This is an optimization exercise on Yosys and OpenROAD, whose aim is a short achievable clock period, not a production implementation.
The RTL was checked by simulation tests, not by an equivalence proof against the original design.
No activity file was given, so power comes from the tool's default toggle rates.

==> flow/design.v (outline; a module is shown in full before it is edited, if it fits) <==
// module viking_core: 400 lines
// module mul23_pp: 552 lines
// module mul23_fin: 536 lines
// module ks_add15: 28 lines
// module ks_add23: 33 lines
// module ks_add25: 33 lines
// module ks_add46: 38 lines
module viking_core (
    input  wire        clk,
    input  wire        rst,           
    input  wire [31:0] budget,        
    output wire        mem_req,
    output wire        mem_we,
    output wire [14:0] mem_addr,
    output wire [23:0] mem_wdata,
    input  wire [23:0] mem_rdata,
    input  wire        mem_ready,
    output wire        done,
    output wire [23:0] reg_a,
    output wire [23:0] reg_b,
    output wire [14:0] reg_x1,
    output wire [14:0] reg_x2,
    output wire [14:0] reg_x3,
    output wire [14:0] reg_pc,
    output wire        flag_overflow,
    output wire        flag_halted,
    output wire [63:0] cost_cycles,
    output reg         diag_valid,
    output reg  [5:0]  diag_op,
    output reg  [14:0] diag_fa
);
  // ...
==> flow/run.sh <==
#!/bin/bash
# synth_recipe.tcl (not shown) runs the flow's synth.tcl, then flattens the netlist and writes it again
# the make line also repeats each setting of config.mk as NAME=value (left out here)
make -C /OpenROAD-flow-scripts/flow DESIGN_CONFIG=/design/flow/config.mk WORK_HOME=/design/flow/orfs CLKGATE_MAP_FILE= SYNTH_SCRIPT=/design/flow/synth_recipe.tcl finish
==> flow/config.mk <==
export PLATFORM = sky130hd
export DESIGN_NAME = viking_core
export DESIGN_NICKNAME = viking_core
export VERILOG_FILES = /design/flow/design.v
export SDC_FILE = /design/flow/constraint.sdc
export NUM_CORES = 4
export LEC_CHECK = 0
export ABC_CLOCK_PERIOD_IN_PS = 4000
export CAP_MARGIN = 20
export CORE_MARGIN = 2
export CORE_UTILIZATION = 40
export PLACE_DENSITY = 0.6
export SETUP_SLACK_MARGIN = 5
export SLEW_MARGIN = 30
==> flow/constraint.sdc <==
create_clock -name core_clock -period 12.0 [get_ports {clk}]
set_input_delay 2.4000 -clock core_clock [delete_from_list [all_inputs] [get_ports {clk}]]
set_output_delay 2.4000 -clock core_clock [all_outputs]
set_load 0.01 [all_outputs]
==> reports/qor.csv, run 1 <==
metric,value,unit
outcome,"complete, no violations",
Tot GR Track Use,0.331,
sequential cell count,695,
Initial DRC Count,7757,
largest family of logic cells by synthesized area,compound AO/OA/AOI/OAI gates,
Routed met2 length,116,mm
core area,158000,sq um
clkbuf count,125,
DR vias/cell,6.24,
"most common cell after layout, fill and taps aside",nand2_1,
biggest regs,"mul_mid (226), cyc_hi1 (56), cyc_hi (56)",
Post-Synth Simple-Gate Area,0.153,
mux contribution to synthesized area,0.0339,
Fillers,15500,
Hold Crit Class,reg -> reg,
Netlist Area Pre-Place,63400,sq um
Final Util,0.458,
sequential power share,0.198,
clk latency of the worst-skew pair,760,ps
sequential share of cell area,0.245,
total die area,162000,sq um
share of the synthesized area in the top cell type,0.180,
first-pass GRT wire length,400,mm
Yosys Warn Count,1,
tap cells,2072,
#FFs+latches synth,695,
Mapped Cells,7469,
Multi-input gate area,42000,sq um
Tmin final,6790,ps
met3 Usage GRT,0.0893,
comb_multi_in,5690,
M1 wire length,112,mm
Ant. Diodes,3,
Slew Limit Fails,0,
syn nets,8275,
final setup TNS,0,ps
top post-synthesis cells by area,"edfxtp_1 (18%), ha_1 (10%), dfxtp_1 (9.9%), fa_1 (7.2%), xnor2_1 (6.0%)",
multi-input combinational area share,0.581,
Testbench counts, summed over its fixed seeds: clk cycles 227,146.
==> module ks_add15, before the edit <==
module ks_add15 (input wire [14:0] a, input wire [14:0] b, input wire ci,
                  output wire [14:0] s, output wire co);
    wire [14:0] g0 = a & b;
    wire [14:0] p0 = a ^ b;
    wire [14:0] g1, p1;
    assign g1[14:1] = g0[14:1] | (p0[14:1] & g0[13:0]);
    assign p1[14:1] = p0[14:1] & p0[13:0];
    assign g1[0:0] = g0[0:0];
    assign p1[0:0] = p0[0:0];
    wire [14:0] g2, p2;
    assign g2[14:2] = g1[14:2] | (p1[14:2] & g1[12:0]);
    assign p2[14:2] = p1[14:2] & p1[12:0];
    assign g2[1:0] = g1[1:0];
    assign p2[1:0] = p1[1:0];
    wire [14:0] g3, p3;
    assign g3[14:4] = g2[14:4] | (p2[14:4] & g2[10:0]);
    assign p3[14:4] = p2[14:4] & p2[10:0];
    assign g3[3:0] = g2[3:0];
    assign p3[3:0] = p2[3:0];
    wire [14:0] g4, p4;
    assign g4[14:8] = g3[14:8] | (p3[14:8] & g3[6:0]);
    assign p4[14:8] = p3[14:8] & p3[6:0];
    assign g4[7:0] = g3[7:0];
    assign p4[7:0] = p3[7:0];
    wire [15:0] c = {g4 | (p4 & {15{ci}}), ci};
    assign s  = p0 ^ c[14:0];
    assign co = c[15];
endmodule
==> module ks_add23, before the edit <==
module ks_add23 (input wire [22:0] a, input wire [22:0] b, input wire ci,
                  output wire [22:0] s, output wire co);
    wire [22:0] g0 = a & b;
    wire [22:0] p0 = a ^ b;
    wire [22:0] g1, p1;
    assign g1[22:1] = g0[22:1] | (p0[22:1] & g0[21:0]);
    assign p1[22:1] = p0[22:1] & p0[21:0];
    assign g1[0:0] = g0[0:0];
    assign p1[0:0] = p0[0:0];
    wire [22:0] g2, p2;
    assign g2[22:2] = g1[22:2] | (p1[22:2] & g1[20:0]);
    assign p2[22:2] = p1[22:2] & p1[20:0];
    assign g2[1:0] = g1[1:0];
    assign p2[1:0] = p1[1:0];
    wire [22:0] g3, p3;
    assign g3[22:4] = g2[22:4] | (p2[22:4] & g2[18:0]);
    assign p3[22:4] = p2[22:4] & p2[18:0];
    assign g3[3:0] = g2[3:0];
    assign p3[3:0] = p2[3:0];
    wire [22:0] g4, p4;
    assign g4[22:8] = g3[22:8] | (p3[22:8] & g3[14:0]);
    assign p4[22:8] = p3[22:8] & p3[14:0];
    assign g4[7:0] = g3[7:0];
    assign p4[7:0] = p3[7:0];
    wire [22:0] g5, p5;
    assign g5[22:16] = g4[22:16] | (p4[22:16] & g4[6:0]);
    assign p5[22:16] = p4[22:16] & p4[6:0];
    assign g5[15:0] = g4[15:0];
    assign p5[15:0] = p4[15:0];
    wire [23:0] c = {g5 | (p5 & {23{ci}}), ci};
    assign s  = p0 ^ c[22:0];
    assign co = c[23];
endmodule
==> module ks_add46, before the edit <==
module ks_add46 (input wire [45:0] a, input wire [45:0] b, input wire ci,
                  output wire [45:0] s, output wire co);
    wire [45:0] g0 = a & b;
    wire [45:0] p0 = a ^ b;
    wire [45:0] g1, p1;
    assign g1[45:1] = g0[45:1] | (p0[45:1] & g0[44:0]);
    assign p1[45:1] = p0[45:1] & p0[44:0];
    assign g1[0:0] = g0[0:0];
    assign p1[0:0] = p0[0:0];
    wire [45:0] g2, p2;
    assign g2[45:2] = g1[45:2] | (p1[45:2] & g1[43:0]);
    assign p2[45:2] = p1[45:2] & p1[43:0];
    assign g2[1:0] = g1[1:0];
    assign p2[1:0] = p1[1:0];
    wire [45:0] g3, p3;
    assign g3[45:4] = g2[45:4] | (p2[45:4] & g2[41:0]);
    assign p3[45:4] = p2[45:4] & p2[41:0];
    assign g3[3:0] = g2[3:0];
    assign p3[3:0] = p2[3:0];
    wire [45:0] g4, p4;
    assign g4[45:8] = g3[45:8] | (p3[45:8] & g3[37:0]);
    assign p4[45:8] = p3[45:8] & p3[37:0];
    assign g4[7:0] = g3[7:0];
    assign p4[7:0] = p3[7:0];
    wire [45:0] g5, p5;
    assign g5[45:16] = g4[45:16] | (p4[45:16] & g4[29:0]);
    assign p5[45:16] = p4[45:16] & p4[29:0];
    assign g5[15:0] = g4[15:0];
    assign p5[15:0] = p4[15:0];
    wire [45:0] g6, p6;
    assign g6[45:32] = g5[45:32] | (p5[45:32] & g5[13:0]);
    assign p6[45:32] = p5[45:32] & p5[13:0];
    assign g6[31:0] = g5[31:0];
    assign p6[31:0] = p5[31:0];
    wire [46:0] c = {g6 | (p6 & {46{ci}}), ci};
    assign s  = p0 ^ c[45:0];
    assign co = c[46];
endmodule
==> run 2: changes to the inputs <==
--- a/flow/design.v
+++ b/flow/design.v
@@ -26,117 +26,105 @@
                      OP_ADD = 6'o10, OP_SUB = 6'o11, OP_SKG = 6'o12, OP_SKN = 6'o13,
                      OP_ANA = 6'o15, OP_ORA = 6'o16, OP_ERA = 6'o17,
                      OP_LDB = 6'o23, OP_LDA = 6'o24, OP_JSL = 6'o27,
                      OP_MPY = 6'o34, OP_DIV = 6'o35, OP_ARS = 6'o40, OP_ALS = 6'o41,
                      OP_TAB = 6'o55, OP_LDX = 6'o56, OP_IAB = 6'o57, OP_SIX = 6'o66,
                      OP_JPL = 6'o70, OP_JZE = 6'o71, OP_JMI = 6'o72, OP_JNZ = 6'o73,
                      OP_JMP = 6'o74, OP_NOP = 6'o77;
     localparam [3:0] XEC_DEPTH_LIMIT = 4'd8;    
-    localparam [2:0] S_FETCH = 3'd0, S_IND = 3'd1, S_MEM = 3'd2,
-                     S_DIV = 3'd4, S_DONE = 3'd5;
-    localparam [2:0] E_ADD = 3'd0, E_SUB = 3'd1, E_MPY = 3'd2, E_ARS = 3'd3,
-                     E_ALS = 3'd4, E_TAB = 3'd5, E_IAB = 3'd6, E_DIV = 3'd7;
-    localparam integer DIV_CYC   = 6;            
+    localparam [1:0] S_RUN = 2'd0, S_DIV = 2'd1, S_DONE = 2'd2;
+    localparam [2:0] E_ADD = 3'd0, E_SUB = 3'd1, E_MPY = 3'd2, E_DIV = 3'd7;
+    localparam integer DIV_CYC = 6;              
     reg [23:0] A, B;
     reg [14:0] X1, X2, X3, PC;
     reg        overflow, halted;
     reg [7:0]  cyc_lo;     
     reg [55:0] cyc_hi;     
     reg [55:0] cyc_hi1;    
     reg [6:0]  cost_q;     
     reg [33:0] rem;        
     reg        unb;        
-    reg [2:0]  state;
-    reg [14:0] addr_q;     
-    reg [5:0]  ir_op;
-    reg [1:0]  ir_x;
-    reg [14:0] fa;
+    reg [1:0]  state;
+    reg        pv;         
+    reg        pi;         
+    reg [23:0] ir;
+    reg [14:0] ea_q;       
+    reg [14:0] fa;         
     reg [3:0]  depth;
     reg        e_valid;
     reg [2:0]  e_op;
     reg [23:0] e_m;        
-    reg [4:0]  e_n;        
     reg [2:0]  dv_cnt;
     reg [22:0] dv_d;       
-    reg [24:0] dv_d3;      
+    reg [26:0] dm3, dm5, dm6, dm7, dm9, dm10, dm11, dm12, dm13, dm14, dm15;   
     reg [22:0] dv_r;       
-    reg [23:0] dv_lo;      
+    reg [22:0] dv_lo;      
     reg        dv_sign;
-    wire in_f = (state == S_FETCH);
-    wire in_i = (state == S_IND);
-    wire in_m = (state == S_MEM);
     wire [23:0] m = mem_rdata;
     function [14:0] xsel(input [1:0] s, input [14:0] x1, input [14:0] x2, input [14:0] x3);
         xsel = (s == 2'd1) ? x1 : (s == 2'd2) ? x2 : (s == 2'd3) ? x3 : 15'd0;
     endfunction
     wire [33:0] left     = rem - {27'd0, cost_q};
     wire        left_neg = left[33];
     wire        left_sml = (left[33:8] == 26'd0);
     wire [8:0]  left_m5  = {1'b0, left[7:0]} - 9'd5;
     wire stop5  = !unb && (left_neg || (left_sml && (left[7:0] <= 8'd5)));
     wire stop6  = !unb && (left_neg || (left_sml && (left[7:0] <= 8'd6)));
     wire stop10 = !unb && (left_neg || (left_sml && (left[7:0] <= 8'd10)));
     wire stop28 = !unb && (left_neg || (left_sml && (left[7:0] <= 8'd28)));
     wire stop44 = !unb && (left_neg || (left_sml && (left[7:0] <= 8'd44)));
     wire sh_neg = !unb && (left_neg || (left_sml && left_m5[8]));
     wire sh_chk = !unb && !left_neg && left_sml && !left_m5[8] && (left_m5[7:5] == 3'd0);
-    wire [5:0]  f_op = m[23:18];
-    wire        f_i  = m[17];
-    wire [1:0]  f_xs = m[16:15];
+    wire [5:0] op = ir[23:18];
+    wire       ii = ir[17];
+    wire [1:0] xs = ir[16:15];
+    wire c_rd  = (op == OP_LDA) || (op == OP_LDB) || (op == OP_ADD) || (op == OP_SUB) ||
+                 (op == OP_ANA) || (op == OP_ORA) || (op == OP_ERA) || (op == OP_MPY) ||
+                 (op == OP_DIV) || (op == OP_SKG) || (op == OP_SKN) ||
+                 ((op == OP_LDX) && (xs != 2'd0));
+    wire c_wr  = (op == OP_STA) || (op == OP_STB) || (op == OP_JSL) || (op == OP_SIX);
+    wire c_cj  = (op == OP_JPL) || (op == OP_JZE) || (op == OP_JMI) || (op == OP_JNZ);
+    wire c_jmp = (op == OP_JMP);
+    wire c_xec = (op == OP_XEC);
+    wire c_sh  = (op == OP_ARS) || (op == OP_ALS);
+    wire c_hlt = (op == OP_HLT);
+    wire c_nop = (op == OP_NOP) || (op == OP_LDX) || (op == OP_TAB) || (op == OP_IAB);
+    wire c_mem = c_rd || c_wr;
+    wire c_ea  = c_mem || c_cj || c_jmp || c_xec || c_sh;
+    wire c_bad = !(c_ea || c_hlt || c_nop);
+    wire a_zero = (A[22:0] == 23'd0);
+    wire cj_t   = ((op == OP_JPL) && !A[23] && !a_zero) || ((op == OP_JZE) && a_zero) ||
+                  ((op == OP_JMI) && A[23]) || ((op == OP_JNZ) && !a_zero);
+    wire xec_lim = (depth == XEC_DEPTH_LIMIT);
+    wire in_run  = (state == S_RUN);
+    wire k_ind   = in_run && pv && !pi && ii && c_ea;         
+    wire k_mem   = in_run && pv && !k_ind && c_mem;           
+    wire k_exe   = in_run && pv && !k_ind && !c_mem;          
+    wire k_fetch = in_run && !k_ind && !k_mem;                
+    wire taken   = pv && (c_jmp || cj_t || (c_xec && !xec_lim));
+    wire xec_go  = c_xec && !xec_lim;
+    wire halt_x  = c_hlt || c_bad || (c_xec && xec_lim);
+    wire use_ea  = pv && (k_ind || k_mem || taken);
+    wire [14:0] fetch_addr = taken ? ea_q : PC;
+    wire [14:0] pc_inc  = PC + 15'd1;
+    wire [14:0] ea_inc  = ea_q + 15'd1;
+    wire [4:0] sh_n   = ea_q[4:0];
+    wire [6:0] d_exe  = c_sh ? (7'd5 + {2'd0, sh_n}) : c_cj ? 7'd6 :
+                        (op == OP_IAB) ? 7'd10 : 7'd5;
+    wire stop_exe = halt_x || (c_sh ? (sh_neg || (sh_chk && (left_m5[4:0] <= sh_n))) :
+                               c_cj ? stop6 : (op == OP_IAB) ? stop10 : stop5);
+    wire end_exe  = k_exe && !xec_go && stop_exe;             
     wire [14:0] ea_s1, ea_s2, ea_s3;
     wire        ea_c1, ea_c2, ea_c3;
     ks_add15 u_ea1 (.a(m[14:0]), .b(X1), .ci(1'b0), .s(ea_s1), .co(ea_c1));
     ks_add15 u_ea2 (.a(m[14:0]), .b(X2), .ci(1'b0), .s(ea_s2), .co(ea_c2));
     ks_add15 u_ea3 (.a(m[14:0]), .b(X3), .ci(1'b0), .s(ea_s3), .co(ea_c3));
-    wire [14:0] ea0   = (f_xs == 2'd1) ? ea_s1 : (f_xs == 2'd2) ? ea_s2 :
-                        (f_xs == 2'd3) ? ea_s3 : m[14:0];
-    wire [4:0]  f_n   = ea0[4:0];
-    wire f_rd  = (f_op == OP_LDA) || (f_op == OP_LDB) || (f_op == OP_ADD) || (f_op == OP_SUB) ||
-                 (f_op == OP_ANA) || (f_op == OP_ORA) || (f_op == OP_ERA) || (f_op == OP_MPY) ||
-                 (f_op == OP_DIV) || (f_op == OP_SKG) || (f_op == OP_SKN) ||
-                 ((f_op == OP_LDX) && (f_xs != 2'd0));
-    wire f_wr  = (f_op == OP_STA) || (f_op == OP_STB) || (f_op == OP_JSL) || (f_op == OP_SIX);
-    wire f_cj  = (f_op == OP_JPL) || (f_op == OP_JZE) || (f_op == OP_JMI) || (f_op == OP_JNZ);
-    wire f_jmp = (f_op == OP_JMP);
-    wire f_xec = (f_op == OP_XEC);
-    wire f_sh  = (f_op == OP_ARS) || (f_op == OP_ALS);
-    wire f_hlt = (f_op == OP_HLT);
-    wire f_e   = (f_op == OP_TAB) || (f_op == OP_IAB);
-    wire f_nop = (f_op == OP_NOP) || (f_op == OP_LDX);            
-    wire f_mem = f_rd || f_wr;
-    wire f_ea  = f_mem || f_cj || f_jmp || f_xec || f_sh;
-    wire f_bad = !(f_ea || f_hlt || f_e || f_nop);
-    wire a_zero = (A[22:0] == 23'd0);
-    wire c_jpl  = !A[23] && !a_zero;
-    function cj_taken(input [5:0] o, input jpl, input zero, input neg);
-        cj_taken = ((o == OP_JPL) && jpl) || ((o == OP_JZE) && zero) ||
-                   ((o == OP_JMI) && neg) || ((o == OP_JNZ) && !zero);
-    endfunction
-    wire xec_lim = (depth == XEC_DEPTH_LIMIT);
-    wire e_wa   = e_valid && (e_op != E_TAB);
-    wire hazard = !f_i && f_cj && e_wa;
-    wire f_go_ind = f_i && f_ea;
-    wire f_go_mem = !f_i && f_mem;
-    wire f_xec_go = !f_i && f_xec && !xec_lim;
-    wire f_taken  = !f_i && (f_jmp || cj_taken(f_op, c_jpl, a_zero, A[23]) || (f_xec && !xec_lim));
-    wire f_halt   = f_hlt || f_bad || (!f_i && f_xec && xec_lim);
-    wire f_stop   = f_sh ? (sh_neg || (sh_chk && (left_m5[4:0] <= f_n))) : f_cj ? stop6 : (f_op == OP_IAB) ? stop10 : stop5;
-    wire [14:0] pc_inc = PC + 15'd1;
-    wire [5:0]  op   = ir_op;
-    wire [14:0] ptr  = m[14:0];
-    wire i_mem = (op == OP_LDA) || (op == OP_LDB) || (op == OP_ADD) || (op == OP_SUB) ||
-                 (op == OP_ANA) || (op == OP_ORA) || (op == OP_ERA) || (op == OP_MPY) ||
-                 (op == OP_DIV) || (op == OP_SKG) || (op == OP_SKN) || (op == OP_LDX) ||
-                 (op == OP_STA) || (op == OP_STB) || (op == OP_JSL) || (op == OP_SIX);
-    wire i_sh  = (op == OP_ARS) || (op == OP_ALS);
-    wire i_cj  = (op == OP_JPL) || (op == OP_JZE) || (op == OP_JMI) || (op == OP_JNZ);
-    wire i_xec = (op == OP_XEC);
-    wire i_taken = (op == OP_JMP) || cj_taken(op, c_jpl, a_zero, A[23]);
-    wire i_stop  = i_sh ? (sh_neg || (sh_chk && (left_m5[4:0] <= ptr[4:0]))) : i_cj ? stop6 : stop5;
+    wire [14:0] ea0 = (m[16:15] == 2'd1) ? ea_s1 : (m[16:15] == 2'd2) ? ea_s2 :
+                      (m[16:15] == 2'd3) ? ea_s3 : m[14:0];
     wire [22:0] cmp_s1, cmp_s2;
     wire        a_ge_m, m_ge_a;
     ks_add23 u_cmp1 (.a(A[22:0]), .b(~m[22:0]), .ci(1'b1), .s(cmp_s1), .co(a_ge_m));
     ks_add23 u_cmp2 (.a(m[22:0]), .b(~A[22:0]), .ci(1'b1), .s(cmp_s2), .co(m_ge_a));
     wire a_gt_m = !m_ge_a;
     wire m_zero = (m[22:0] == 23'd0);
     wire a_neg  = A[23] && !a_zero;
     wire m_neg  = m[23] && !m_zero;
@@ -181,86 +169,97 @@
         end
     end
     wire [225:0] mul_mid_d;
     reg  [225:0] mul_mid;
     mul23_pp  u_mpp (.a(m[22:0]), .b(B[22:0]), .mid(mul_mid_d));
     wire [45:0] prod;
     mul23_fin u_mfin (.mid(mul_mid), .p(prod));
     wire        p_sgn  = (B[23] ^ e_m[23]) && (B[22:0] != 23'd0) && (e_m[22:0] != 23'd0);
-    wire [22:0] ars_m  = A[22:0] >> e_n;
-    wire [22:0] als_m  = A[22:0] << e_n;
-    wire [24:0] nd1 = ~{2'b00, dv_d};
-    wire [24:0] nd2 = ~{1'b0, dv_d, 1'b0};
-    wire [24:0] nd3 = ~dv_d3;
-    wire [24:0] rr0 = {dv_r, dv_lo[23:22]};
-    wire [24:0] t10, t20, t30;
-    wire        g10, g20, g30;
-    ks_add25 u_t10 (.a(rr0), .b(nd1), .ci(1'b1), .s(t10), .co(g10));
-    ks_add25 u_t20 (.a(rr0), .b(nd2), .ci(1'b1), .s(t20), .co(g20));
-    ks_add25 u_t30 (.a(rr0), .b(nd3), .ci(1'b1), .s(t30), .co(g30));
-    wire [22:0] dr1 = g30 ? t30[22:0] : g20 ? t20[22:0] : g10 ? t10[22:0] : rr0[22:0];
-    wire [23:0] dq1 = {dv_lo[21:0], g20, g30 | (g10 & !g20)};
-    wire [24:0] rr1 = {dr1, dq1[23:22]};
-    wire [24:0] t11, t21, t31;
-    wire        g11, g21, g31;
-    ks_add25 u_t11 (.a(rr1), .b(nd1), .ci(1'b1), .s(t11), .co(g11));
-    ks_add25 u_t21 (.a(rr1), .b(nd2), .ci(1'b1), .s(t21), .co(g21));
-    ks_add25 u_t31 (.a(rr1), .b(nd3), .ci(1'b1), .s(t31), .co(g31));
-    wire [22:0] dn_r = g31 ? t31[22:0] : g21 ? t21[22:0] : g11 ? t11[22:0] : rr1[22:0];
-    wire [23:0] dn_q = {dq1[21:0], g21, g31 | (g11 & !g21)};
+    wire [22:0] ars_m  = A[22:0] >> sh_n;
+    wire [22:0] als_m  = A[22:0] << sh_n;
+    wire [26:0] d1 = {4'd0, dv_d};
+    wire [26:0] d2 = {3'd0, dv_d, 1'b0};
+    wire [26:0] d4 = {2'd0, dv_d, 2'b0};
+    wire [26:0] d8 = {1'd0, dv_d, 3'b0};
+    wire [26:0] d16 = {dv_d, 4'b0};
+    wire [26:0] m3_d, m5_d, m6_d, m7_d;
+    wire [26:0] m9_d, m10_d, m11_d, m12_d, m13_d, m14_d, m15_d;
+    wire [10:0] dco;
+    wire [26:0] s11 = d8 ^ d2 ^ d1;
+    wire [26:0] c11 = (d8 & d2) | (d8 & d1) | (d2 & d1);
+    wire [26:0] s13 = d8 ^ d4 ^ d1;
+    wire [26:0] c13 = (d8 & d4) | (d8 & d1) | (d4 & d1);
+    ks_add27 u_m3  (.a(d2), .b(d1), .ci(1'b0), .s(m3_d), .co(dco[0]));
+    ks_add27 u_m5  (.a(d4), .b(d1), .ci(1'b0), .s(m5_d), .co(dco[1]));
+    ks_add27 u_m6  (.a(d4), .b(d2), .ci(1'b0), .s(m6_d), .co(dco[2]));
+    ks_add27 u_m7  (.a(d8), .b(~d1), .ci(1'b1), .s(m7_d), .co(dco[3]));
+    ks_add27 u_m9  (.a(d8), .b(d1), .ci(1'b0), .s(m9_d), .co(dco[4]));
+    ks_add27 u_m10 (.a(d8), .b(d2), .ci(1'b0), .s(m10_d), .co(dco[5]));
+    ks_add27 u_m11 (.a(s11), .b({c11[25:0], 1'b0}), .ci(1'b0), .s(m11_d), .co(dco[6]));
+    ks_add27 u_m12 (.a(d8), .b(d4), .ci(1'b0), .s(m12_d), .co(dco[7]));
+    ks_add27 u_m13 (.a(s13), .b({c13[25:0], 1'b0}), .ci(1'b0), .s(m13_d), .co(dco[8]));
+    ks_add27 u_m14 (.a(d16), .b(~d2), .ci(1'b1), .s(m14_d), .co(dco[9]));
+    ks_add27 u_m15 (.a(d16), .b(~d1), .ci(1'b1), .s(m15_d), .co(dco[10]));
+    wire [22:0] r8, r16;
+    wire [2:0]  q8;
+    wire [3:0]  q16;
+    div_r8  u_d8  (.rr({dv_r, dv_lo[22:20]}), .d(dv_d), .r(r8), .q(q8));
+    div_r16 u_d16 (.rr({dv_r, dv_lo[22:19]}), .d1(d1), .d2(d2), .d3(dm3), .d4(d4), .d5(dm5),
+                   .d6(dm6), .d7(dm7), .d8(d8), .d9(dm9), .d10(dm10), .d11(dm11), .d12(dm12),
+                   .d13(dm13), .d14(dm14), .d15(dm15), .r(r16), .q(q16));
     wire [8:0]  cost_lo  = {1'b0, cyc_lo} + {2'b00, cost_q};
     wire [55:0] cost_hi  = cost_lo[8] ? cyc_hi1 : cyc_hi;
     wire [63:0] cost_sum = {cost_hi, cost_lo[7:0]};
     reg [23:0] wdata;
     always @(*) begin
         case (op)
             OP_STA:  wdata = A;
             OP_STB:  wdata = B;
             OP_JSL:  wdata = {9'd0, PC};
-            default: wdata = {9'd0, xsel(ir_x, X1, X2, X3)};
+            default: wdata = {9'd0, xsel(xs, X1, X2, X3)};
         endcase
     end
-    wire op_wr = (op == OP_STA) || (op == OP_STB) || (op == OP_JSL) || (op == OP_SIX);
-    assign mem_req   = in_f || in_i || in_m;
-    assign mem_we    = in_m && op_wr;
-    assign mem_addr  = addr_q;
+    assign mem_req   = in_run;
+    assign mem_we    = k_mem && c_wr;
+    assign mem_addr  = use_ea ? ea_q : PC;
     assign mem_wdata = wdata;
     assign done      = (state == S_DONE) && !e_valid;
+    wire hold = !mem_ready && !end_exe;
     always @(posedge clk) begin
         diag_valid <= 1'b0;
         if (rst) begin
             A        <= 24'd0;
             B        <= 24'd0;
             X1       <= 15'd0;
             X2       <= 15'd0;
             X3       <= 15'd0;
             PC       <= 15'd0;
-            addr_q   <= 15'd0;
             overflow <= 1'b0;
             halted   <= 1'b0;
             cyc_lo   <= 8'd0;
             cyc_hi   <= 56'd0;
             cyc_hi1  <= 56'd1;
             cost_q   <= 7'd0;
             rem      <= {2'b00, budget};
             unb      <= (budget == 32'd0);
-            state    <= S_FETCH;
+            state    <= S_RUN;
+            pv       <= 1'b0;
+            pi       <= 1'b0;
             depth    <= 4'd0;
             e_valid  <= 1'b0;
             diag_op  <= 6'd0;
             diag_fa  <= 15'd0;
         end else begin
             e_m     <= m;
             mul_mid <= mul_mid_d;
             if (state != S_DIV) begin
                 dv_d    <= m[22:0];
-                dv_d3   <= {2'b00, m[22:0]} + {1'b0, m[22:0], 1'b0};
-                dv_r    <= {1'b0, A[22:1]};
-                dv_lo   <= {A[0], B[22:0]};
+                dv_r    <= A[22:0];
+                dv_lo   <= B[22:0];
                 dv_sign <= A[23] ^ m[23];
                 dv_cnt  <= 3'd0;
             end
             cyc_lo  <= cost_lo[7:0];
             cyc_hi  <= cost_hi;
             cyc_hi1 <= cost_hi + 56'd1;
             rem     <= left;
             cost_q  <= 7'd0;
@@ -270,127 +269,117 @@
                     E_ADD, E_SUB: begin
                         A <= add_res;
                         if (add_ovf) overflow <= 1'b1;
                     end
                     E_MPY: begin
                         A <= {p_sgn, prod[45:23]};
                         B <= {p_sgn, prod[22:0]};
                     end
-                    E_ARS: A <= {A[23], ars_m};
-                    E_ALS: A <= {A[23], als_m};
-                    E_TAB: B <= A;
-                    E_IAB: begin A <= B; B <= A; end
                     default: begin    
                         B <= {dv_sign && (dv_lo[22:0] != 23'd0), dv_lo[22:0]};
                         A <= {A[23] && (dv_r != 23'd0), dv_r};
                     end
                 endcase
             end
-            case (state)
-                S_FETCH: if (mem_ready && !hazard) begin
-                    ir_op <= f_op;
-                    ir_x  <= f_xs;
-                    fa    <= PC;
-                    e_n   <= f_n;
-                    addr_q <= (f_go_ind || f_go_mem || f_taken) ? ea0 : pc_inc;
-                    PC     <= f_taken ? ea0 : f_hlt ? PC : pc_inc;
-                    if (f_go_ind) begin
-                        state <= S_IND;
-                    end else if (f_go_mem) begin
-                        state <= S_MEM;
-                    end else if (f_xec_go) begin
+            if (in_run && !hold) begin
+                if (k_exe) begin
+                    if (xec_go) begin
                         cost_q <= 7'd5;
                         depth  <= depth + 4'd1;
                     end else begin
                         depth  <= 4'd0;
-                        cost_q <= f_sh ? (7'd5 + {2'd0, f_n}) : f_cj ? 7'd6 :
-                                  (f_op == OP_IAB) ? 7'd10 : 7'd5;
-                        if (f_halt) halted <= 1'b1;
-                        state  <= (f_halt || f_stop) ? S_DONE : S_FETCH;
-                        if (f_bad || f_xec) begin
+                        cost_q <= d_exe;
+                        if (halt_x) halted <= 1'b1;
+                        if (c_bad || c_xec) begin
                             diag_valid <= 1'b1;
-                            diag_op    <= f_op;
-                            diag_fa    <= PC;
-                        end
-                        if (f_sh || f_e) e_valid <= 1'b1;
-                        e_op <= (f_op == OP_ARS) ? E_ARS : (f_op == OP_ALS) ? E_ALS :
-                                (f_op == OP_TAB) ? E_TAB : E_IAB;
-                    end
-                end
-                S_IND: if (mem_ready) begin
-                    e_n <= ptr[4:0];
-                    if (i_mem) begin
-                        addr_q <= ptr;
-                        state  <= S_MEM;
-                    end else if (i_xec && !xec_lim) begin
-                        cost_q <= 7'd5;
-                        PC     <= ptr;
-                        addr_q <= ptr;
-                        depth  <= depth + 4'd1;
-                        state  <= S_FETCH;
-                    end else begin
-                        depth  <= 4'd0;
-                        cost_q <= i_sh ? (7'd5 + {2'd0, ptr[4:0]}) : i_cj ? 7'd6 : 7'd5;
-                        PC     <= i_taken ? ptr : PC;
-                        addr_q <= i_taken ? ptr : PC;
-                        if (i_xec) begin
-                            halted     <= 1'b1;
-                            diag_valid <= 1'b1;
-                            diag_op    <= OP_XEC;
+                            diag_op    <= op;
                             diag_fa    <= fa;
                         end
-                        state  <= (i_xec || i_stop) ? S_DONE : S_FETCH;
-                        if (i_sh) e_valid <= 1'b1;
-                        e_op <= (op == OP_ARS) ? E_ARS : E_ALS;
+                        case (op)
+                            OP_ARS: A <= {A[23], ars_m};
+                            OP_ALS: A <= {A[23], als_m};
+                            OP_TAB: B <= A;
+                            OP_IAB: begin A <= B; B <= A; end
+                            default: ;
+                        endcase
                     end
                 end
-                S_MEM: if (mem_ready) begin
+                if (k_ind) begin
+                    ea_q <= m[14:0];
+                    pi   <= 1'b1;
+                end else if (k_mem) begin
+                    pv <= 1'b0;
                     case (op)
                         OP_LDA: A <= m;
                         OP_LDB: B <= m;
                         OP_ANA: A <= A & m;
                         OP_ORA: A <= A | m;
                         OP_ERA: A <= A ^ m;
-                        OP_LDX: case (ir_x)
+                        OP_LDX: case (xs)
                                     2'd1: X1 <= m[14:0];
                                     2'd2: X2 <= m[14:0];
                                     2'd3: X3 <= m[14:0];
                                     default: ;
                                 endcase
                         default: ;
                     endcase
                     if (op == OP_ADD || op == OP_SUB || op == OP_MPY) e_valid <= 1'b1;
                     e_op <= (op == OP_ADD) ? E_ADD : (op == OP_SUB) ? E_SUB : E_MPY;
+                    if (op == OP_JSL) PC <= ea_inc;
+                    else if (skip)    PC <= pc_inc;
                     if (op == OP_DIV && !a_ge_m) begin
-                        state   <= S_DIV;
+                        state <= S_DIV;
                     end else begin
                         if (op == OP_DIV) overflow <= 1'b1;
                         depth  <= 4'd0;
                         cost_q <= d_mem;
-                        PC     <= (op == OP_JSL) ? addr_q + 15'd1 : (skip ? pc_inc : PC);
-                        addr_q <= (op == OP_JSL) ? addr_q + 15'd1 : (skip ? pc_inc : PC);
-                        state  <= stop_mem ? S_DONE : S_FETCH;
+                        if (stop_mem) state <= S_DONE;
                     end
+                end else if (end_exe) begin
+                    pv    <= 1'b0;
+                    PC    <= c_hlt ? fa : fetch_addr;
+                    state <= S_DONE;
+                end else begin
+                    ir   <= m;
+                    ea_q <= ea0;
+                    fa   <= fetch_addr;
+                    PC   <= taken ? ea_inc : pc_inc;
+                    pv   <= 1'b1;
+                    pi   <= 1'b0;
                 end
-                S_DIV: begin
-                    dv_r   <= dn_r;
-                    dv_lo  <= dn_q;
-                    dv_cnt <= dv_cnt + 3'd1;
-                    if (dv_cnt == DIV_CYC - 1) begin
-                        e_valid <= 1'b1;
-                        e_op    <= E_DIV;
-                        depth  <= 4'd0;
-                        cost_q <= 7'd44;
-                        addr_q <= PC;
-                        state  <= stop44 ? S_DONE : S_FETCH;
-                    end
+            end
+            if (state == S_DIV) begin
+                if (dv_cnt == 3'd0) begin
+                    dv_r  <= r8;
+                    dv_lo <= {dv_lo[19:0], q8};
+                    dm3   <= m3_d;
+                    dm5   <= m5_d;
+                    dm6   <= m6_d;
+                    dm7   <= m7_d;
+                    dm9   <= m9_d;
+                    dm10  <= m10_d;
+                    dm11  <= m11_d;
+                    dm12  <= m12_d;
+                    dm13  <= m13_d;
+                    dm14  <= m14_d;
+                    dm15  <= m15_d;
+                end else begin
+                    dv_r  <= r16;
+                    dv_lo <= {dv_lo[18:0], q16};
                 end
-                default: ;    
-            endcase
+                dv_cnt <= dv_cnt + 3'd1;
+                if (dv_cnt == DIV_CYC - 1) begin
+                    e_valid <= 1'b1;
+                    e_op    <= E_DIV;
+                    depth   <= 4'd0;
+                    cost_q  <= 7'd44;
+                    state   <= stop44 ? S_DONE : S_RUN;
+                end
+            end
         end
     end
     assign reg_a         = A;
     assign reg_b         = B;
     assign reg_x1        = X1;
     assign reg_x2        = X2;
     assign reg_x3        = X3;
     assign reg_pc        = PC;
@@ -1481,140 +1470,247 @@
     wire c526 = (m223 & m224) | (m223 & c440) | (m224 & c440);
     wire s527 = m225 ^ 1'b1;
     wire c528 = m225 & 1'b1;
     wire [45:0] ra = {s527, s525, s523, s521, s519, s517, s515, s513, s511, s509, s507, s505, s503, s501, s499, s497, s495, s493, s491, s489, s487, s485, s483, s481, s479, s477, s475, s473, s471, s469, s467, s465, s463, s461, s459, s457, s455, s453, s451, s449, s447, s445, s443, m5, m2, m0};
     wire [45:0] rb = {c526, c524, c522, c520, c518, c516, c514, c512, c510, c508, c506, c504, c502, c500, c498, c496, c494, c492, c490, c488, c486, c484, c482, c480, c478, c476, c474, c472, c470, c468, c466, c464, c462, c460, c458, c456, c454, c452, c450, c448, c446, c444, c442, s441, 1'b0, m1};
     wire co;
     ks_add46 u_fin (.a(ra), .b(rb), .ci(1'b0), .s(p), .co(co));
 endmodule
+module div_r8 (input wire [25:0] rr, input wire [22:0] d,
+                output wire [22:0] r, output wire [2:0] q);
+    wire [27:0] x = {2'b00, rr};
+    wire [27:0] e0 = {5'd0, d};
+    wire [27:0] e1 = {4'd0, d, 1'd0};
+    wire [27:0] e2 = {3'd0, d, 2'd0};
+    wire [27:0] e3 = {2'd0, d, 3'd0};
+    wire [27:0] t1;
+    wire c1;
+    ks_add28 u_t1 (.a(x), .b(~e0), .ci(1'b1), .s(t1), .co(c1));
+    wire g1 = !t1[27];
+    wire [27:0] t2;
+    wire c2;
+    ks_add28 u_t2 (.a(x), .b(~e1), .ci(1'b1), .s(t2), .co(c2));
+    wire g2 = !t2[27];
+    wire [27:0] t3;
+    wire c3;
+    wire [27:0] cs3 = x ^ ~e1 ^ ~e0;
+    wire [27:0] cc3 = (x & ~e1) | (x & ~e0) | (~e1 & ~e0);
+    ks_add28 u_t3 (.a(cs3), .b({cc3[26:0], 1'b1}), .ci(1'b1), .s(t3), .co(c3));
+    wire g3 = !t3[27];
+    wire [27:0] t4;
+    wire c4;
+    ks_add28 u_t4 (.a(x), .b(~e2), .ci(1'b1), .s(t4), .co(c4));
+    wire g4 = !t4[27];
+    wire [27:0] t5;
+    wire c5;
+    wire [27:0] cs5 = x ^ ~e2 ^ ~e0;
+    wire [27:0] cc5 = (x & ~e2) | (x & ~e0) | (~e2 & ~e0);
+    ks_add28 u_t5 (.a(cs5), .b({cc5[26:0], 1'b1}), .ci(1'b1), .s(t5), .co(c5));
+    wire g5 = !t5[27];
+    wire [27:0] t6;
+    wire c6;
+    wire [27:0] cs6 = x ^ ~e2 ^ ~e1;
+    wire [27:0] cc6 = (x & ~e2) | (x & ~e1) | (~e2 & ~e1);
+    ks_add28 u_t6 (.a(cs6), .b({cc6[26:0], 1'b1}), .ci(1'b1), .s(t6), .co(c6));
+    wire g6 = !t6[27];
+    wire [27:0] t7;
+    wire c7;
+    wire [27:0] cs7 = x ^ ~e3 ^ e0;
+    wire [27:0] cc7 = (x & ~e3) | (x & e0) | (~e3 & e0);
+    ks_add28 u_t7 (.a(cs7), .b({cc7[26:0], 1'b0}), .ci(1'b1), .s(t7), .co(c7));
+    wire g7 = !t7[27];
+    wire g8 = 1'b0;
+    wire s0 = !g1;
+    wire s1 = g1 & !g2;
+    wire s2 = g2 & !g3;
+    wire s3 = g3 & !g4;
+    wire s4 = g4 & !g5;
+    wire s5 = g5 & !g6;
+    wire s6 = g6 & !g7;
+    wire s7 = g7 & !g8;
+    assign r = ({23{s0}} & rr[22:0])
+             | ({23{s1}} & t1[22:0])
+             | ({23{s2}} & t2[22:0])
+             | ({23{s3}} & t3[22:0])
+             | ({23{s4}} & t4[22:0])
+             | ({23{s5}} & t5[22:0])
+             | ({23{s6}} & t6[22:0])
+             | ({23{s7}} & t7[22:0]);
+    assign q[0] = s1 | s3 | s5 | s7;
+    assign q[1] = s2 | s3 | s6 | s7;
+    assign q[2] = s4 | s5 | s6 | s7;
+endmodule
+module div_r16 (input wire [26:0] rr, input wire [26:0] d1, input wire [26:0] d2, input wire [26:0] d3, input wire [26:0] d4, input wire [26:0] d5, input wire [26:0] d6, input wire [26:0] d7, input wire [26:0] d8, input wire [26:0] d9, input wire [26:0] d10, input wire [26:0] d11, input wire [26:0] d12, input wire [26:0] d13, input wire [26:0] d14, input wire [26:0] d15,
+                output wire [22:0] r, output wire [3:0] q);
+    wire [26:0] t1;
+    wire g1;
+    ks_add27 u_t1 (.a(rr), .b(~d1), .ci(1'b1), .s(t1), .co(g1));
+    wire [26:0] t2;
+    wire g2;
+    ks_add27 u_t2 (.a(rr), .b(~d2), .ci(1'b1), .s(t2), .co(g2));
+    wire [26:0] t3;
+    wire g3;
+    ks_add27 u_t3 (.a(rr), .b(~d3), .ci(1'b1), .s(t3), .co(g3));
+    wire [26:0] t4;
+    wire g4;
+    ks_add27 u_t4 (.a(rr), .b(~d4), .ci(1'b1), .s(t4), .co(g4));
+    wire [26:0] t5;
+    wire g5;
+    ks_add27 u_t5 (.a(rr), .b(~d5), .ci(1'b1), .s(t5), .co(g5));
+    wire [26:0] t6;
+    wire g6;
+    ks_add27 u_t6 (.a(rr), .b(~d6), .ci(1'b1), .s(t6), .co(g6));
+    wire [26:0] t7;
+    wire g7;
+    ks_add27 u_t7 (.a(rr), .b(~d7), .ci(1'b1), .s(t7), .co(g7));
+    wire [26:0] t8;
+    wire g8;
+    ks_add27 u_t8 (.a(rr), .b(~d8), .ci(1'b1), .s(t8), .co(g8));
+    wire [26:0] t9;
+    wire g9;
+    ks_add27 u_t9 (.a(rr), .b(~d9), .ci(1'b1), .s(t9), .co(g9));
+    wire [26:0] t10;
+    wire g10;
+    ks_add27 u_t10 (.a(rr), .b(~d10), .ci(1'b1), .s(t10), .co(g10));
+    wire [26:0] t11;
+    wire g11;
+    ks_add27 u_t11 (.a(rr), .b(~d11), .ci(1'b1), .s(t11), .co(g11));
+    wire [26:0] t12;
+    wire g12;
+    ks_add27 u_t12 (.a(rr), .b(~d12), .ci(1'b1), .s(t12), .co(g12));
+    wire [26:0] t13;
+    wire g13;
+    ks_add27 u_t13 (.a(rr), .b(~d13), .ci(1'b1), .s(t13), .co(g13));
+    wire [26:0] t14;
+    wire g14;
+    ks_add27 u_t14 (.a(rr), .b(~d14), .ci(1'b1), .s(t14), .co(g14));
+    wire [26:0] t15;
+    wire g15;
+    ks_add27 u_t15 (.a(rr), .b(~d15), .ci(1'b1), .s(t15), .co(g15));
+    wire g16 = 1'b0;
+    wire s0 = !g1;
+    wire s1 = g1 & !g2;
+    wire s2 = g2 & !g3;
+    wire s3 = g3 & !g4;
+    wire s4 = g4 & !g5;
+    wire s5 = g5 & !g6;
+    wire s6 = g6 & !g7;
+    wire s7 = g7 & !g8;
+    wire s8 = g8 & !g9;
+    wire s9 = g9 & !g10;
+    wire s10 = g10 & !g11;
+    wire s11 = g11 & !g12;
+    wire s12 = g12 & !g13;
+    wire s13 = g13 & !g14;
+    wire s14 = g14 & !g15;
+    wire s15 = g15 & !g16;
+    assign r = ({23{s0}} & rr[22:0])
+             | ({23{s1}} & t1[22:0])
+             | ({23{s2}} & t2[22:0])
+             | ({23{s3}} & t3[22:0])
+             | ({23{s4}} & t4[22:0])
+             | ({23{s5}} & t5[22:0])
+             | ({23{s6}} & t6[22:0])
+             | ({23{s7}} & t7[22:0])
+             | ({23{s8}} & t8[22:0])
+             | ({23{s9}} & t9[22:0])
+             | ({23{s10}} & t10[22:0])
+             | ({23{s11}} & t11[22:0])
+             | ({23{s12}} & t12[22:0])
+             | ({23{s13}} & t13[22:0])
+             | ({23{s14}} & t14[22:0])
+             | ({23{s15}} & t15[22:0]);
+    assign q[0] = s1 | s3 | s5 | s7 | s9 | s11 | s13 | s15;
+    assign q[1] = s2 | s3 | s6 | s7 | s10 | s11 | s14 | s15;
+    assign q[2] = s4 | s5 | s6 | s7 | s12 | s13 | s14 | s15;
+    assign q[3] = s8 | s9 | s10 | s11 | s12 | s13 | s14 | s15;
+endmodule
 module ks_add15 (input wire [14:0] a, input wire [14:0] b, input wire ci,
                   output wire [14:0] s, output wire co);
     wire [14:0] g0 = a & b;
     wire [14:0] p0 = a ^ b;
-    wire [14:0] g1, p1;
-    assign g1[14:1] = g0[14:1] | (p0[14:1] & g0[13:0]);
-    assign p1[14:1] = p0[14:1] & p0[13:0];
-    assign g1[0:0] = g0[0:0];
-    assign p1[0:0] = p0[0:0];
-    wire [14:0] g2, p2;
-    assign g2[14:2] = g1[14:2] | (p1[14:2] & g1[12:0]);
-    assign p2[14:2] = p1[14:2] & p1[12:0];
-    assign g2[1:0] = g1[1:0];
-    assign p2[1:0] = p1[1:0];
-    wire [14:0] g3, p3;
-    assign g3[14:4] = g2[14:4] | (p2[14:4] & g2[10:0]);
-    assign p3[14:4] = p2[14:4] & p2[10:0];
-    assign g3[3:0] = g2[3:0];
-    assign p3[3:0] = p2[3:0];
-    wire [14:0] g4, p4;
-    assign g4[14:8] = g3[14:8] | (p3[14:8] & g3[6:0]);
-    assign p4[14:8] = p3[14:8] & p3[6:0];
-    assign g4[7:0] = g3[7:0];
-    assign p4[7:0] = p3[7:0];
+    wire [14:0] g1 = {g0[14:1] | (p0[14:1] & g0[13:0]), g0[0:0]};
+    wire [14:0] p1 = {p0[14:1] & p0[13:0], p0[0:0]};
+    wire [14:0] g2 = {g1[14:2] | (p1[14:2] & g1[12:0]), g1[1:0]};
+    wire [14:0] p2 = {p1[14:2] & p1[12:0], p1[1:0]};
+    wire [14:0] g3 = {g2[14:4] | (p2[14:4] & g2[10:0]), g2[3:0]};
+    wire [14:0] p3 = {p2[14:4] & p2[10:0], p2[3:0]};
+    wire [14:0] g4 = {g3[14:8] | (p3[14:8] & g3[6:0]), g3[7:0]};
+    wire [14:0] p4 = {p3[14:8] & p3[6:0], p3[7:0]};
     wire [15:0] c = {g4 | (p4 & {15{ci}}), ci};
     assign s  = p0 ^ c[14:0];
     assign co = c[15];
 endmodule
 module ks_add23 (input wire [22:0] a, input wire [22:0] b, input wire ci,
                   output wire [22:0] s, output wire co);
     wire [22:0] g0 = a & b;
     wire [22:0] p0 = a ^ b;
-    wire [22:0] g1, p1;
-    assign g1[22:1] = g0[22:1] | (p0[22:1] & g0[21:0]);
-    assign p1[22:1] = p0[22:1] & p0[21:0];
-    assign g1[0:0] = g0[0:0];
-    assign p1[0:0] = p0[0:0];
-    wire [22:0] g2, p2;
-    assign g2[22:2] = g1[22:2] | (p1[22:2] & g1[20:0]);
-    assign p2[22:2] = p1[22:2] & p1[20:0];
-    assign g2[1:0] = g1[1:0];
-    assign p2[1:0] = p1[1:0];
-    wire [22:0] g3, p3;
-    assign g3[22:4] = g2[22:4] | (p2[22:4] & g2[18:0]);
-    assign p3[22:4] = p2[22:4] & p2[18:0];
-    assign g3[3:0] = g2[3:0];
-    assign p3[3:0] = p2[3:0];
-    wire [22:0] g4, p4;
-    assign g4[22:8] = g3[22:8] | (p3[22:8] & g3[14:0]);
-    assign p4[22:8] = p3[22:8] & p3[14:0];
-    assign g4[7:0] = g3[7:0];
-    assign p4[7:0] = p3[7:0];
-    wire [22:0] g5, p5;
-    assign g5[22:16] = g4[22:16] | (p4[22:16] & g4[6:0]);
-    assign p5[22:16] = p4[22:16] & p4[6:0];
-    assign g5[15:0] = g4[15:0];
-    assign p5[15:0] = p4[15:0];
+    wire [22:0] g1 = {g0[22:1] | (p0[22:1] & g0[21:0]), g0[0:0]};
+    wire [22:0] p1 = {p0[22:1] & p0[21:0], p0[0:0]};
+    wire [22:0] g2 = {g1[22:2] | (p1[22:2] & g1[20:0]), g1[1:0]};
+    wire [22:0] p2 = {p1[22:2] & p1[20:0], p1[1:0]};
+    wire [22:0] g3 = {g2[22:4] | (p2[22:4] & g2[18:0]), g2[3:0]};
+    wire [22:0] p3 = {p2[22:4] & p2[18:0], p2[3:0]};
+    wire [22:0] g4 = {g3[22:8] | (p3[22:8] & g3[14:0]), g3[7:0]};
+    wire [22:0] p4 = {p3[22:8] & p3[14:0], p3[7:0]};
+    wire [22:0] g5 = {g4[22:16] | (p4[22:16] & g4[6:0]), g4[15:0]};
+    wire [22:0] p5 = {p4[22:16] & p4[6:0], p4[15:0]};
     wire [23:0] c = {g5 | (p5 & {23{ci}}), ci};
     assign s  = p0 ^ c[22:0];
     assign co = c[23];
 endmodule
-module ks_add25 (input wire [24:0] a, input wire [24:0] b, input wire ci,
-                  output wire [24:0] s, output wire co);
-    wire [24:0] g0 = a & b;
-    wire [24:0] p0 = a ^ b;
-    wire [24:0] g1, p1;
-    assign g1[24:1] = g0[24:1] | (p0[24:1] & g0[23:0]);
-    assign p1[24:1] = p0[24:1] & p0[23:0];
-    assign g1[0:0] = g0[0:0];
-    assign p1[0:0] = p0[0:0];
-    wire [24:0] g2, p2;
-    assign g2[24:2] = g1[24:2] | (p1[24:2] & g1[22:0]);
-    assign p2[24:2] = p1[24:2] & p1[22:0];
-    assign g2[1:0] = g1[1:0];
-    assign p2[1:0] = p1[1:0];
-    wire [24:0] g3, p3;
-    assign g3[24:4] = g2[24:4] | (p2[24:4] & g2[20:0]);
-    assign p3[24:4] = p2[24:4] & p2[20:0];
-    assign g3[3:0] = g2[3:0];
-    assign p3[3:0] = p2[3:0];
-    wire [24:0] g4, p4;
-    assign g4[24:8] = g3[24:8] | (p3[24:8] & g3[16:0]);
-    assign p4[24:8] = p3[24:8] & p3[16:0];
-    assign g4[7:0] = g3[7:0];
-    assign p4[7:0] = p3[7:0];
-    wire [24:0] g5, p5;
-    assign g5[24:16] = g4[24:16] | (p4[24:16] & g4[8:0]);
-    assign p5[24:16] = p4[24:16] & p4[8:0];
-    assign g5[15:0] = g4[15:0];
-    assign p5[15:0] = p4[15:0];
-    wire [25:0] c = {g5 | (p5 & {25{ci}}), ci};
-    assign s  = p0 ^ c[24:0];
-    assign co = c[25];
+module ks_add27 (input wire [26:0] a, input wire [26:0] b, input wire ci,
+                  output wire [26:0] s, output wire co);
+    wire [26:0] g0 = a & b;
+    wire [26:0] p0 = a ^ b;
+    wire [26:0] g1 = {g0[26:1] | (p0[26:1] & g0[25:0]), g0[0:0]};
+    wire [26:0] p1 = {p0[26:1] & p0[25:0], p0[0:0]};
+    wire [26:0] g2 = {g1[26:2] | (p1[26:2] & g1[24:0]), g1[1:0]};
+    wire [26:0] p2 = {p1[26:2] & p1[24:0], p1[1:0]};
+    wire [26:0] g3 = {g2[26:4] | (p2[26:4] & g2[22:0]), g2[3:0]};
+    wire [26:0] p3 = {p2[26:4] & p2[22:0], p2[3:0]};
+    wire [26:0] g4 = {g3[26:8] | (p3[26:8] & g3[18:0]), g3[7:0]};
+    wire [26:0] p4 = {p3[26:8] & p3[18:0], p3[7:0]};
+    wire [26:0] g5 = {g4[26:16] | (p4[26:16] & g4[10:0]), g4[15:0]};
+    wire [26:0] p5 = {p4[26:16] & p4[10:0], p4[15:0]};
+    wire [27:0] c = {g5 | (p5 & {27{ci}}), ci};
+    assign s  = p0 ^ c[26:0];
+    assign co = c[27];
+endmodule
+module ks_add28 (input wire [27:0] a, input wire [27:0] b, input wire ci,
+                  output wire [27:0] s, output wire co);
+    wire [27:0] g0 = a & b;
+    wire [27:0] p0 = a ^ b;
+    wire [27:0] g1 = {g0[27:1] | (p0[27:1] & g0[26:0]), g0[0:0]};
+    wire [27:0] p1 = {p0[27:1] & p0[26:0], p0[0:0]};
+    wire [27:0] g2 = {g1[27:2] | (p1[27:2] & g1[25:0]), g1[1:0]};
+    wire [27:0] p2 = {p1[27:2] & p1[25:0], p1[1:0]};
+    wire [27:0] g3 = {g2[27:4] | (p2[27:4] & g2[23:0]), g2[3:0]};
+    wire [27:0] p3 = {p2[27:4] & p2[23:0], p2[3:0]};
+    wire [27:0] g4 = {g3[27:8] | (p3[27:8] & g3[19:0]), g3[7:0]};
+    wire [27:0] p4 = {p3[27:8] & p3[19:0], p3[7:0]};
+    wire [27:0] g5 = {g4[27:16] | (p4[27:16] & g4[11:0]), g4[15:0]};
+    wire [27:0] p5 = {p4[27:16] & p4[11:0], p4[15:0]};
+    wire [28:0] c = {g5 | (p5 & {28{ci}}), ci};
+    assign s  = p0 ^ c[27:0];
+    assign co = c[28];
 endmodule
 module ks_add46 (input wire [45:0] a, input wire [45:0] b, input wire ci,
                   output wire [45:0] s, output wire co);
     wire [45:0] g0 = a & b;
     wire [45:0] p0 = a ^ b;
-    wire [45:0] g1, p1;
-    assign g1[45:1] = g0[45:1] | (p0[45:1] & g0[44:0]);
-    assign p1[45:1] = p0[45:1] & p0[44:0];
-    assign g1[0:0] = g0[0:0];
-    assign p1[0:0] = p0[0:0];
-    wire [45:0] g2, p2;
-    assign g2[45:2] = g1[45:2] | (p1[45:2] & g1[43:0]);
-    assign p2[45:2] = p1[45:2] & p1[43:0];
-    assign g2[1:0] = g1[1:0];
-    assign p2[1:0] = p1[1:0];
-    wire [45:0] g3, p3;
-    assign g3[45:4] = g2[45:4] | (p2[45:4] & g2[41:0]);
-    assign p3[45:4] = p2[45:4] & p2[41:0];
-    assign g3[3:0] = g2[3:0];
-    assign p3[3:0] = p2[3:0];
-    wire [45:0] g4, p4;
-    assign g4[45:8] = g3[45:8] | (p3[45:8] & g3[37:0]);
-    assign p4[45:8] = p3[45:8] & p3[37:0];
-    assign g4[7:0] = g3[7:0];
-    assign p4[7:0] = p3[7:0];
-    wire [45:0] g5, p5;
-    assign g5[45:16] = g4[45:16] | (p4[45:16] & g4[29:0]);
-    assign p5[45:16] = p4[45:16] & p4[29:0];
-    assign g5[15:0] = g4[15:0];
-    assign p5[15:0] = p4[15:0];
-    wire [45:0] g6, p6;
-    assign g6[45:32] = g5[45:32] | (p5[45:32] & g5[13:0]);
-    assign p6[45:32] = p5[45:32] & p5[13:0];
-    assign g6[31:0] = g5[31:0];
-    assign p6[31:0] = p5[31:0];
+    wire [45:0] g1 = {g0[45:1] | (p0[45:1] & g0[44:0]), g0[0:0]};
+    wire [45:0] p1 = {p0[45:1] & p0[44:0], p0[0:0]};
+    wire [45:0] g2 = {g1[45:2] | (p1[45:2] & g1[43:0]), g1[1:0]};
+    wire [45:0] p2 = {p1[45:2] & p1[43:0], p1[1:0]};
+    wire [45:0] g3 = {g2[45:4] | (p2[45:4] & g2[41:0]), g2[3:0]};
+    wire [45:0] p3 = {p2[45:4] & p2[41:0], p2[3:0]};
+    wire [45:0] g4 = {g3[45:8] | (p3[45:8] & g3[37:0]), g3[7:0]};
+    wire [45:0] p4 = {p3[45:8] & p3[37:0], p3[7:0]};
+    wire [45:0] g5 = {g4[45:16] | (p4[45:16] & g4[29:0]), g4[15:0]};
+    wire [45:0] p5 = {p4[45:16] & p4[29:0], p4[15:0]};
+    wire [45:0] g6 = {g5[45:32] | (p5[45:32] & g5[13:0]), g5[31:0]};
+    wire [45:0] p6 = {p5[45:32] & p5[13:0], p5[31:0]};
     wire [46:0] c = {g6 | (p6 & {46{ci}}), ci};
     assign s  = p0 ^ c[45:0];
     assign co = c[46];
 endmodule
==> flow/flow/run.sh (new file) <==
#!/bin/bash
set -euo pipefail
bash standard.sh SETUP_SLACK_MARGIN=8 finish > standard.log 2>&1
==> flow/standard.sh (new file) <==
#!/bin/bash
# synth_recipe.tcl (not shown) runs the flow's synth.tcl, then flattens the netlist and writes it again
# the make line also repeats each setting of config.mk as NAME=value (left out here)
make -C /OpenROAD-flow-scripts/flow DESIGN_CONFIG=/design/flow/config.mk WORK_HOME=/design/flow/orfs CLKGATE_MAP_FILE= SYNTH_SCRIPT=/design/flow/synth_recipe.tcl "${@:-finish}"
==> flow/config.mk (replaced) <==
export PLATFORM = sky130hd
export DESIGN_NAME = viking_core
export DESIGN_NICKNAME = viking_core
export VERILOG_FILES = /design/flow/design.v
export SDC_FILE = /design/flow/constraint.sdc
export NUM_CORES = 4
export LEC_CHECK = 0
export ABC_CLOCK_PERIOD_IN_PS = 4000
export CAP_MARGIN = 25
export CORE_MARGIN = 2
export CORE_UTILIZATION = 40
export PLACE_DENSITY = 0.6
export SLEW_MARGIN = 35
removed: flow/run.sh
==> reports/qor.csv, run 2 <==
metric,value,unit,change
outcome,"complete, no violations",,
synthesis-to-layout area growth,33.7,%,
max-cap violations,0,,
Detailed Route WL,444,mm,
TritonRoute pass-1 iters,8,,
"commonest cells after routing, fill and taps aside","ha_1 (913), buf_4 (805), inv_1 (796), nor2_1 (684), nand2_1 (684)",,
Tot GR Track Use,0.369,,+0.0377
total number of vias,91800,,
top post-synthesis cells by area,"edfxtp_1 (18%), ha_1 (14%), fa_1 (8.1%), dfxtp_1 (6.7%), xnor2_1 (6.5%)",,
IO Pins,297,,
Hold Crit Class,reg -> reg,,
max FFs per register,226,,
Mapped Cells,10200,,+37%
largest net degree at the start of global routing,141,,
die width,477,um,
cells on worst reg2reg path,20,,
Die Ht,477,um,
endpoints failing hold,0,,
final setup TNS,0,ps,unchanged
post-route ant nets,0,,
R2R Path End,A[21],,
RSZ-0062 raised after global routing,yes,,
Slew @ Worst Pin,1020,ps,
vias in the first global route,87200,,
initial antenna violation count,21,,
Post-CTS Hold Buffers,0,,
core area,222000,sq um,+41%
Fin Clk Skew,90.2,ps,
Worst EP arrival,3690,ps,
clk latency of the worst-skew pair,820,ps,+60 ps
CTS buffer count,111,,
"count leader, synth",ha_1,,
GRT overflow,0,,
first-pass GRT wire length,622,mm,+56%
HPWL after detailed placement,293,mm,
TritonCTS clock tree,built,,
root buffer cell,clkbuf_16,,
WHS Endpoint,halted,,
DR vias/cell,6.33,,+1.5%
row cnt,173,,
htree depth,3,,
#FFs+latches synth,839,,+21%
crit end category,primary output,,
Largest Register,mul_mid,,
Nets,12800,,
f_max,164,MHz,
Yosys Warn Count,1,,unchanged
DRC,0,,
syn nets,11600,,+41%
ys flop type,edfxtp_1,,
Slew Limit Fails,0,,unchanged
largest area contributor in the netlist,edfxtp_1,,
power density over the cells,117,nW/um^2,
Final Setup Violations,0,,
placer congestion estimate,1.01,,
reg-to-reg startpoint,mul_mid[82],,
Final Util,0.538,,+0.0800
clock transition at the registers of the reported paths,60,ps,
sequential share of the synthesized area,0.248,,
WL/cell,30.6,um,
Initial DRC Count,12400,,+59%
total die area,227000,sq um,+41%
crit-path max FO,7,,
Hold Startpoint,halted,,
# port buffers,296,,
Worst VDD drop,132,uV,
CTS sink count,839,,
count of unique library cells instantiated by Yosys,95,,
Tmin final,6090,ps,-699 ps
"Avg Cell Area, Syn",8.76,sq um,
Netlist Area Pre-Place,89400,sq um,+41%
period utilisation layout,0.508,,
r2r setup slk,6840,ps,
Post-synth top cells,"ha_1 (1014), inv_1 (909), nand2_1 (766)",,
layout cells sized above 1,0.261,,
Slew headroom,0.321,,
Starting Density,0.402,,
Fillers,19700,,+27%
maximum clock path buffer count,3,,
biggest regs,"mul_mid (226), cyc_hi1 (56), cyc_hi (56)",,
Startpoint Class,flip-flop,,
share of the synthesized area in the top cell type,0.181,,+0.000741
Crit path required time,9600,ps,
Pleak,0.0503,uW,
Crit Path Class,reg -> out,,
Async SR Flop Fraction,0,,
"most common cell after layout, fill and taps aside",ha_1,,
hold depth,2,,
Post-synth EDFFs,538,,
==> run 2: stage by stage <==
stage / hold WS, ps / worst slack (ps) / instances / power [uW] / area, sq um
after floorplan: 454 / 6220 / 10200 / 6660 / 90800
after global placement: 440 / 4740 / 13200 / 8280 / 97200
after detailed placement: 443 / 5270 / 13300 / 8330 / 97400
after CTS: 451 / 6030 / 14200 / 13200 / 115000
after global routing: 467 / 5820 / 14500 / 14400 / 120000
final: 446 / 5910 / 14500 / 14000 / 120000
==> run 2: worst max-delay path by stage <==
stage / startpoint / end / cells after the start
floorplan: rst / dm11[10] / 4
global placement: dv_d[0] / dv_lo[1] / 13
detailed placement: dv_d[0] / dv_lo[1] / 14
CTS: ir[23] / mem_addr[13] / 15
global route: cost_q[0] / cost_cycles[10] / 16
finish: cost_q[0] / cost_cycles[10] / 16
==> run 2: metal layers <==
| layer | vias up | global-route usage | wire length [um] | part of all wire |
|---|---|---|---|---|
| met2 | 6181 | 0.529 | 182000 | 0.41 |
| li1 | 39200 | - | - | - |
| met4 | 4 | 0.188 | 27600 | 0.062 |
| met3 | 1299 | 0.0998 | 56700 | 0.13 |
| met1 | 45100 | 0.505 | 178000 | 0.40 |
| met5 | - | 0 | 32 | 0.000072 |
==> run 2: area by class of cell <==
class                   count  area (sq um)  share of cell area
repair buffers           1564         16200               0.135
clock buffers             150          3060              0.0256
flip-flops and latches    839         22400               0.188
well taps                2975          3720              0.0311
diodes                     20          50.0            0.000419
clock inverters            61           716             0.00599
inverters                 919          3620              0.0302
multi-input cells        7967         69700               0.583
==> run 2: cells by family after synthesis <==
family,share of synthesized area
and+or+nand+nor,0.137
buffers and inverters,0.0604
muxes,0.0302
adders and majority gates,0.223
DFF,0.248
xor gates and xnor gates,0.0934
AOI/OAI and AO/OA,0.209
==> run 2: timing repair <==
action,in CTS,in global routing
resized for setup,2352,593
pin swaps,489,384
hold endpoints to repair,0,0
cloned,50,6
setup buffers,707,245
setup endpoints to repair,844,531
==> run 2: where the power goes <==
group	switching (uW)	leakage (uW)	total (uW)	internal [uW]
Clock	1580	0.00184	3580	2000
Sequential	147	0.00771	3400	3250
Combinational	4080	0.0408	6970	2890
==> run 2: worst max-delay path, cell delays in order (launching register included) <==
cell and delay (ps):
dfxtp_4 360, ha_4 140, inv_2 40, fa_2 360, nor2b_2 180, o21ai_2 90, a21boi_2 170, o21ai_2 100
a21oi_4 240, buf_12 160, buf_16 130, buf_12 110, buf_16 140, buf_12 120, mux2i_4 310, inv_2 90
buf_6 130
Testbench counts of run 2, summed over its fixed seeds: clk cycles 224,044.

==> separate check: timing with driven ports <==
The results above use ideal ports. As a check the final layouts listed here were re-extracted and re-timed, cells and wires unchanged. Step 1 assumes that a clkbuf_16 drives the clock port and a buf_2 every other input. Step 2 times the ports against the registers' clock, not the clock port: input delays grow and output delays shrink by t, the midpoint of the rising clock arrivals with the driver on. a / b / c = ideal ports / drivers / drivers and shift; a / b = the first two.
run	t, ns	slack for setup (ns)	worst register clock-pin slew, ns
run 1	0.816	5.207 / 5.195 / 4.458	0.07 / 0.07
run 2	0.883	5.907 / 5.808 / 6.527	0.08 / 0.08
After both steps every run listed still meets setup and hold. For run 1, which loses most, drivers alone change the setup slack by -0.012 ns; drivers and shift together by -0.749 ns.
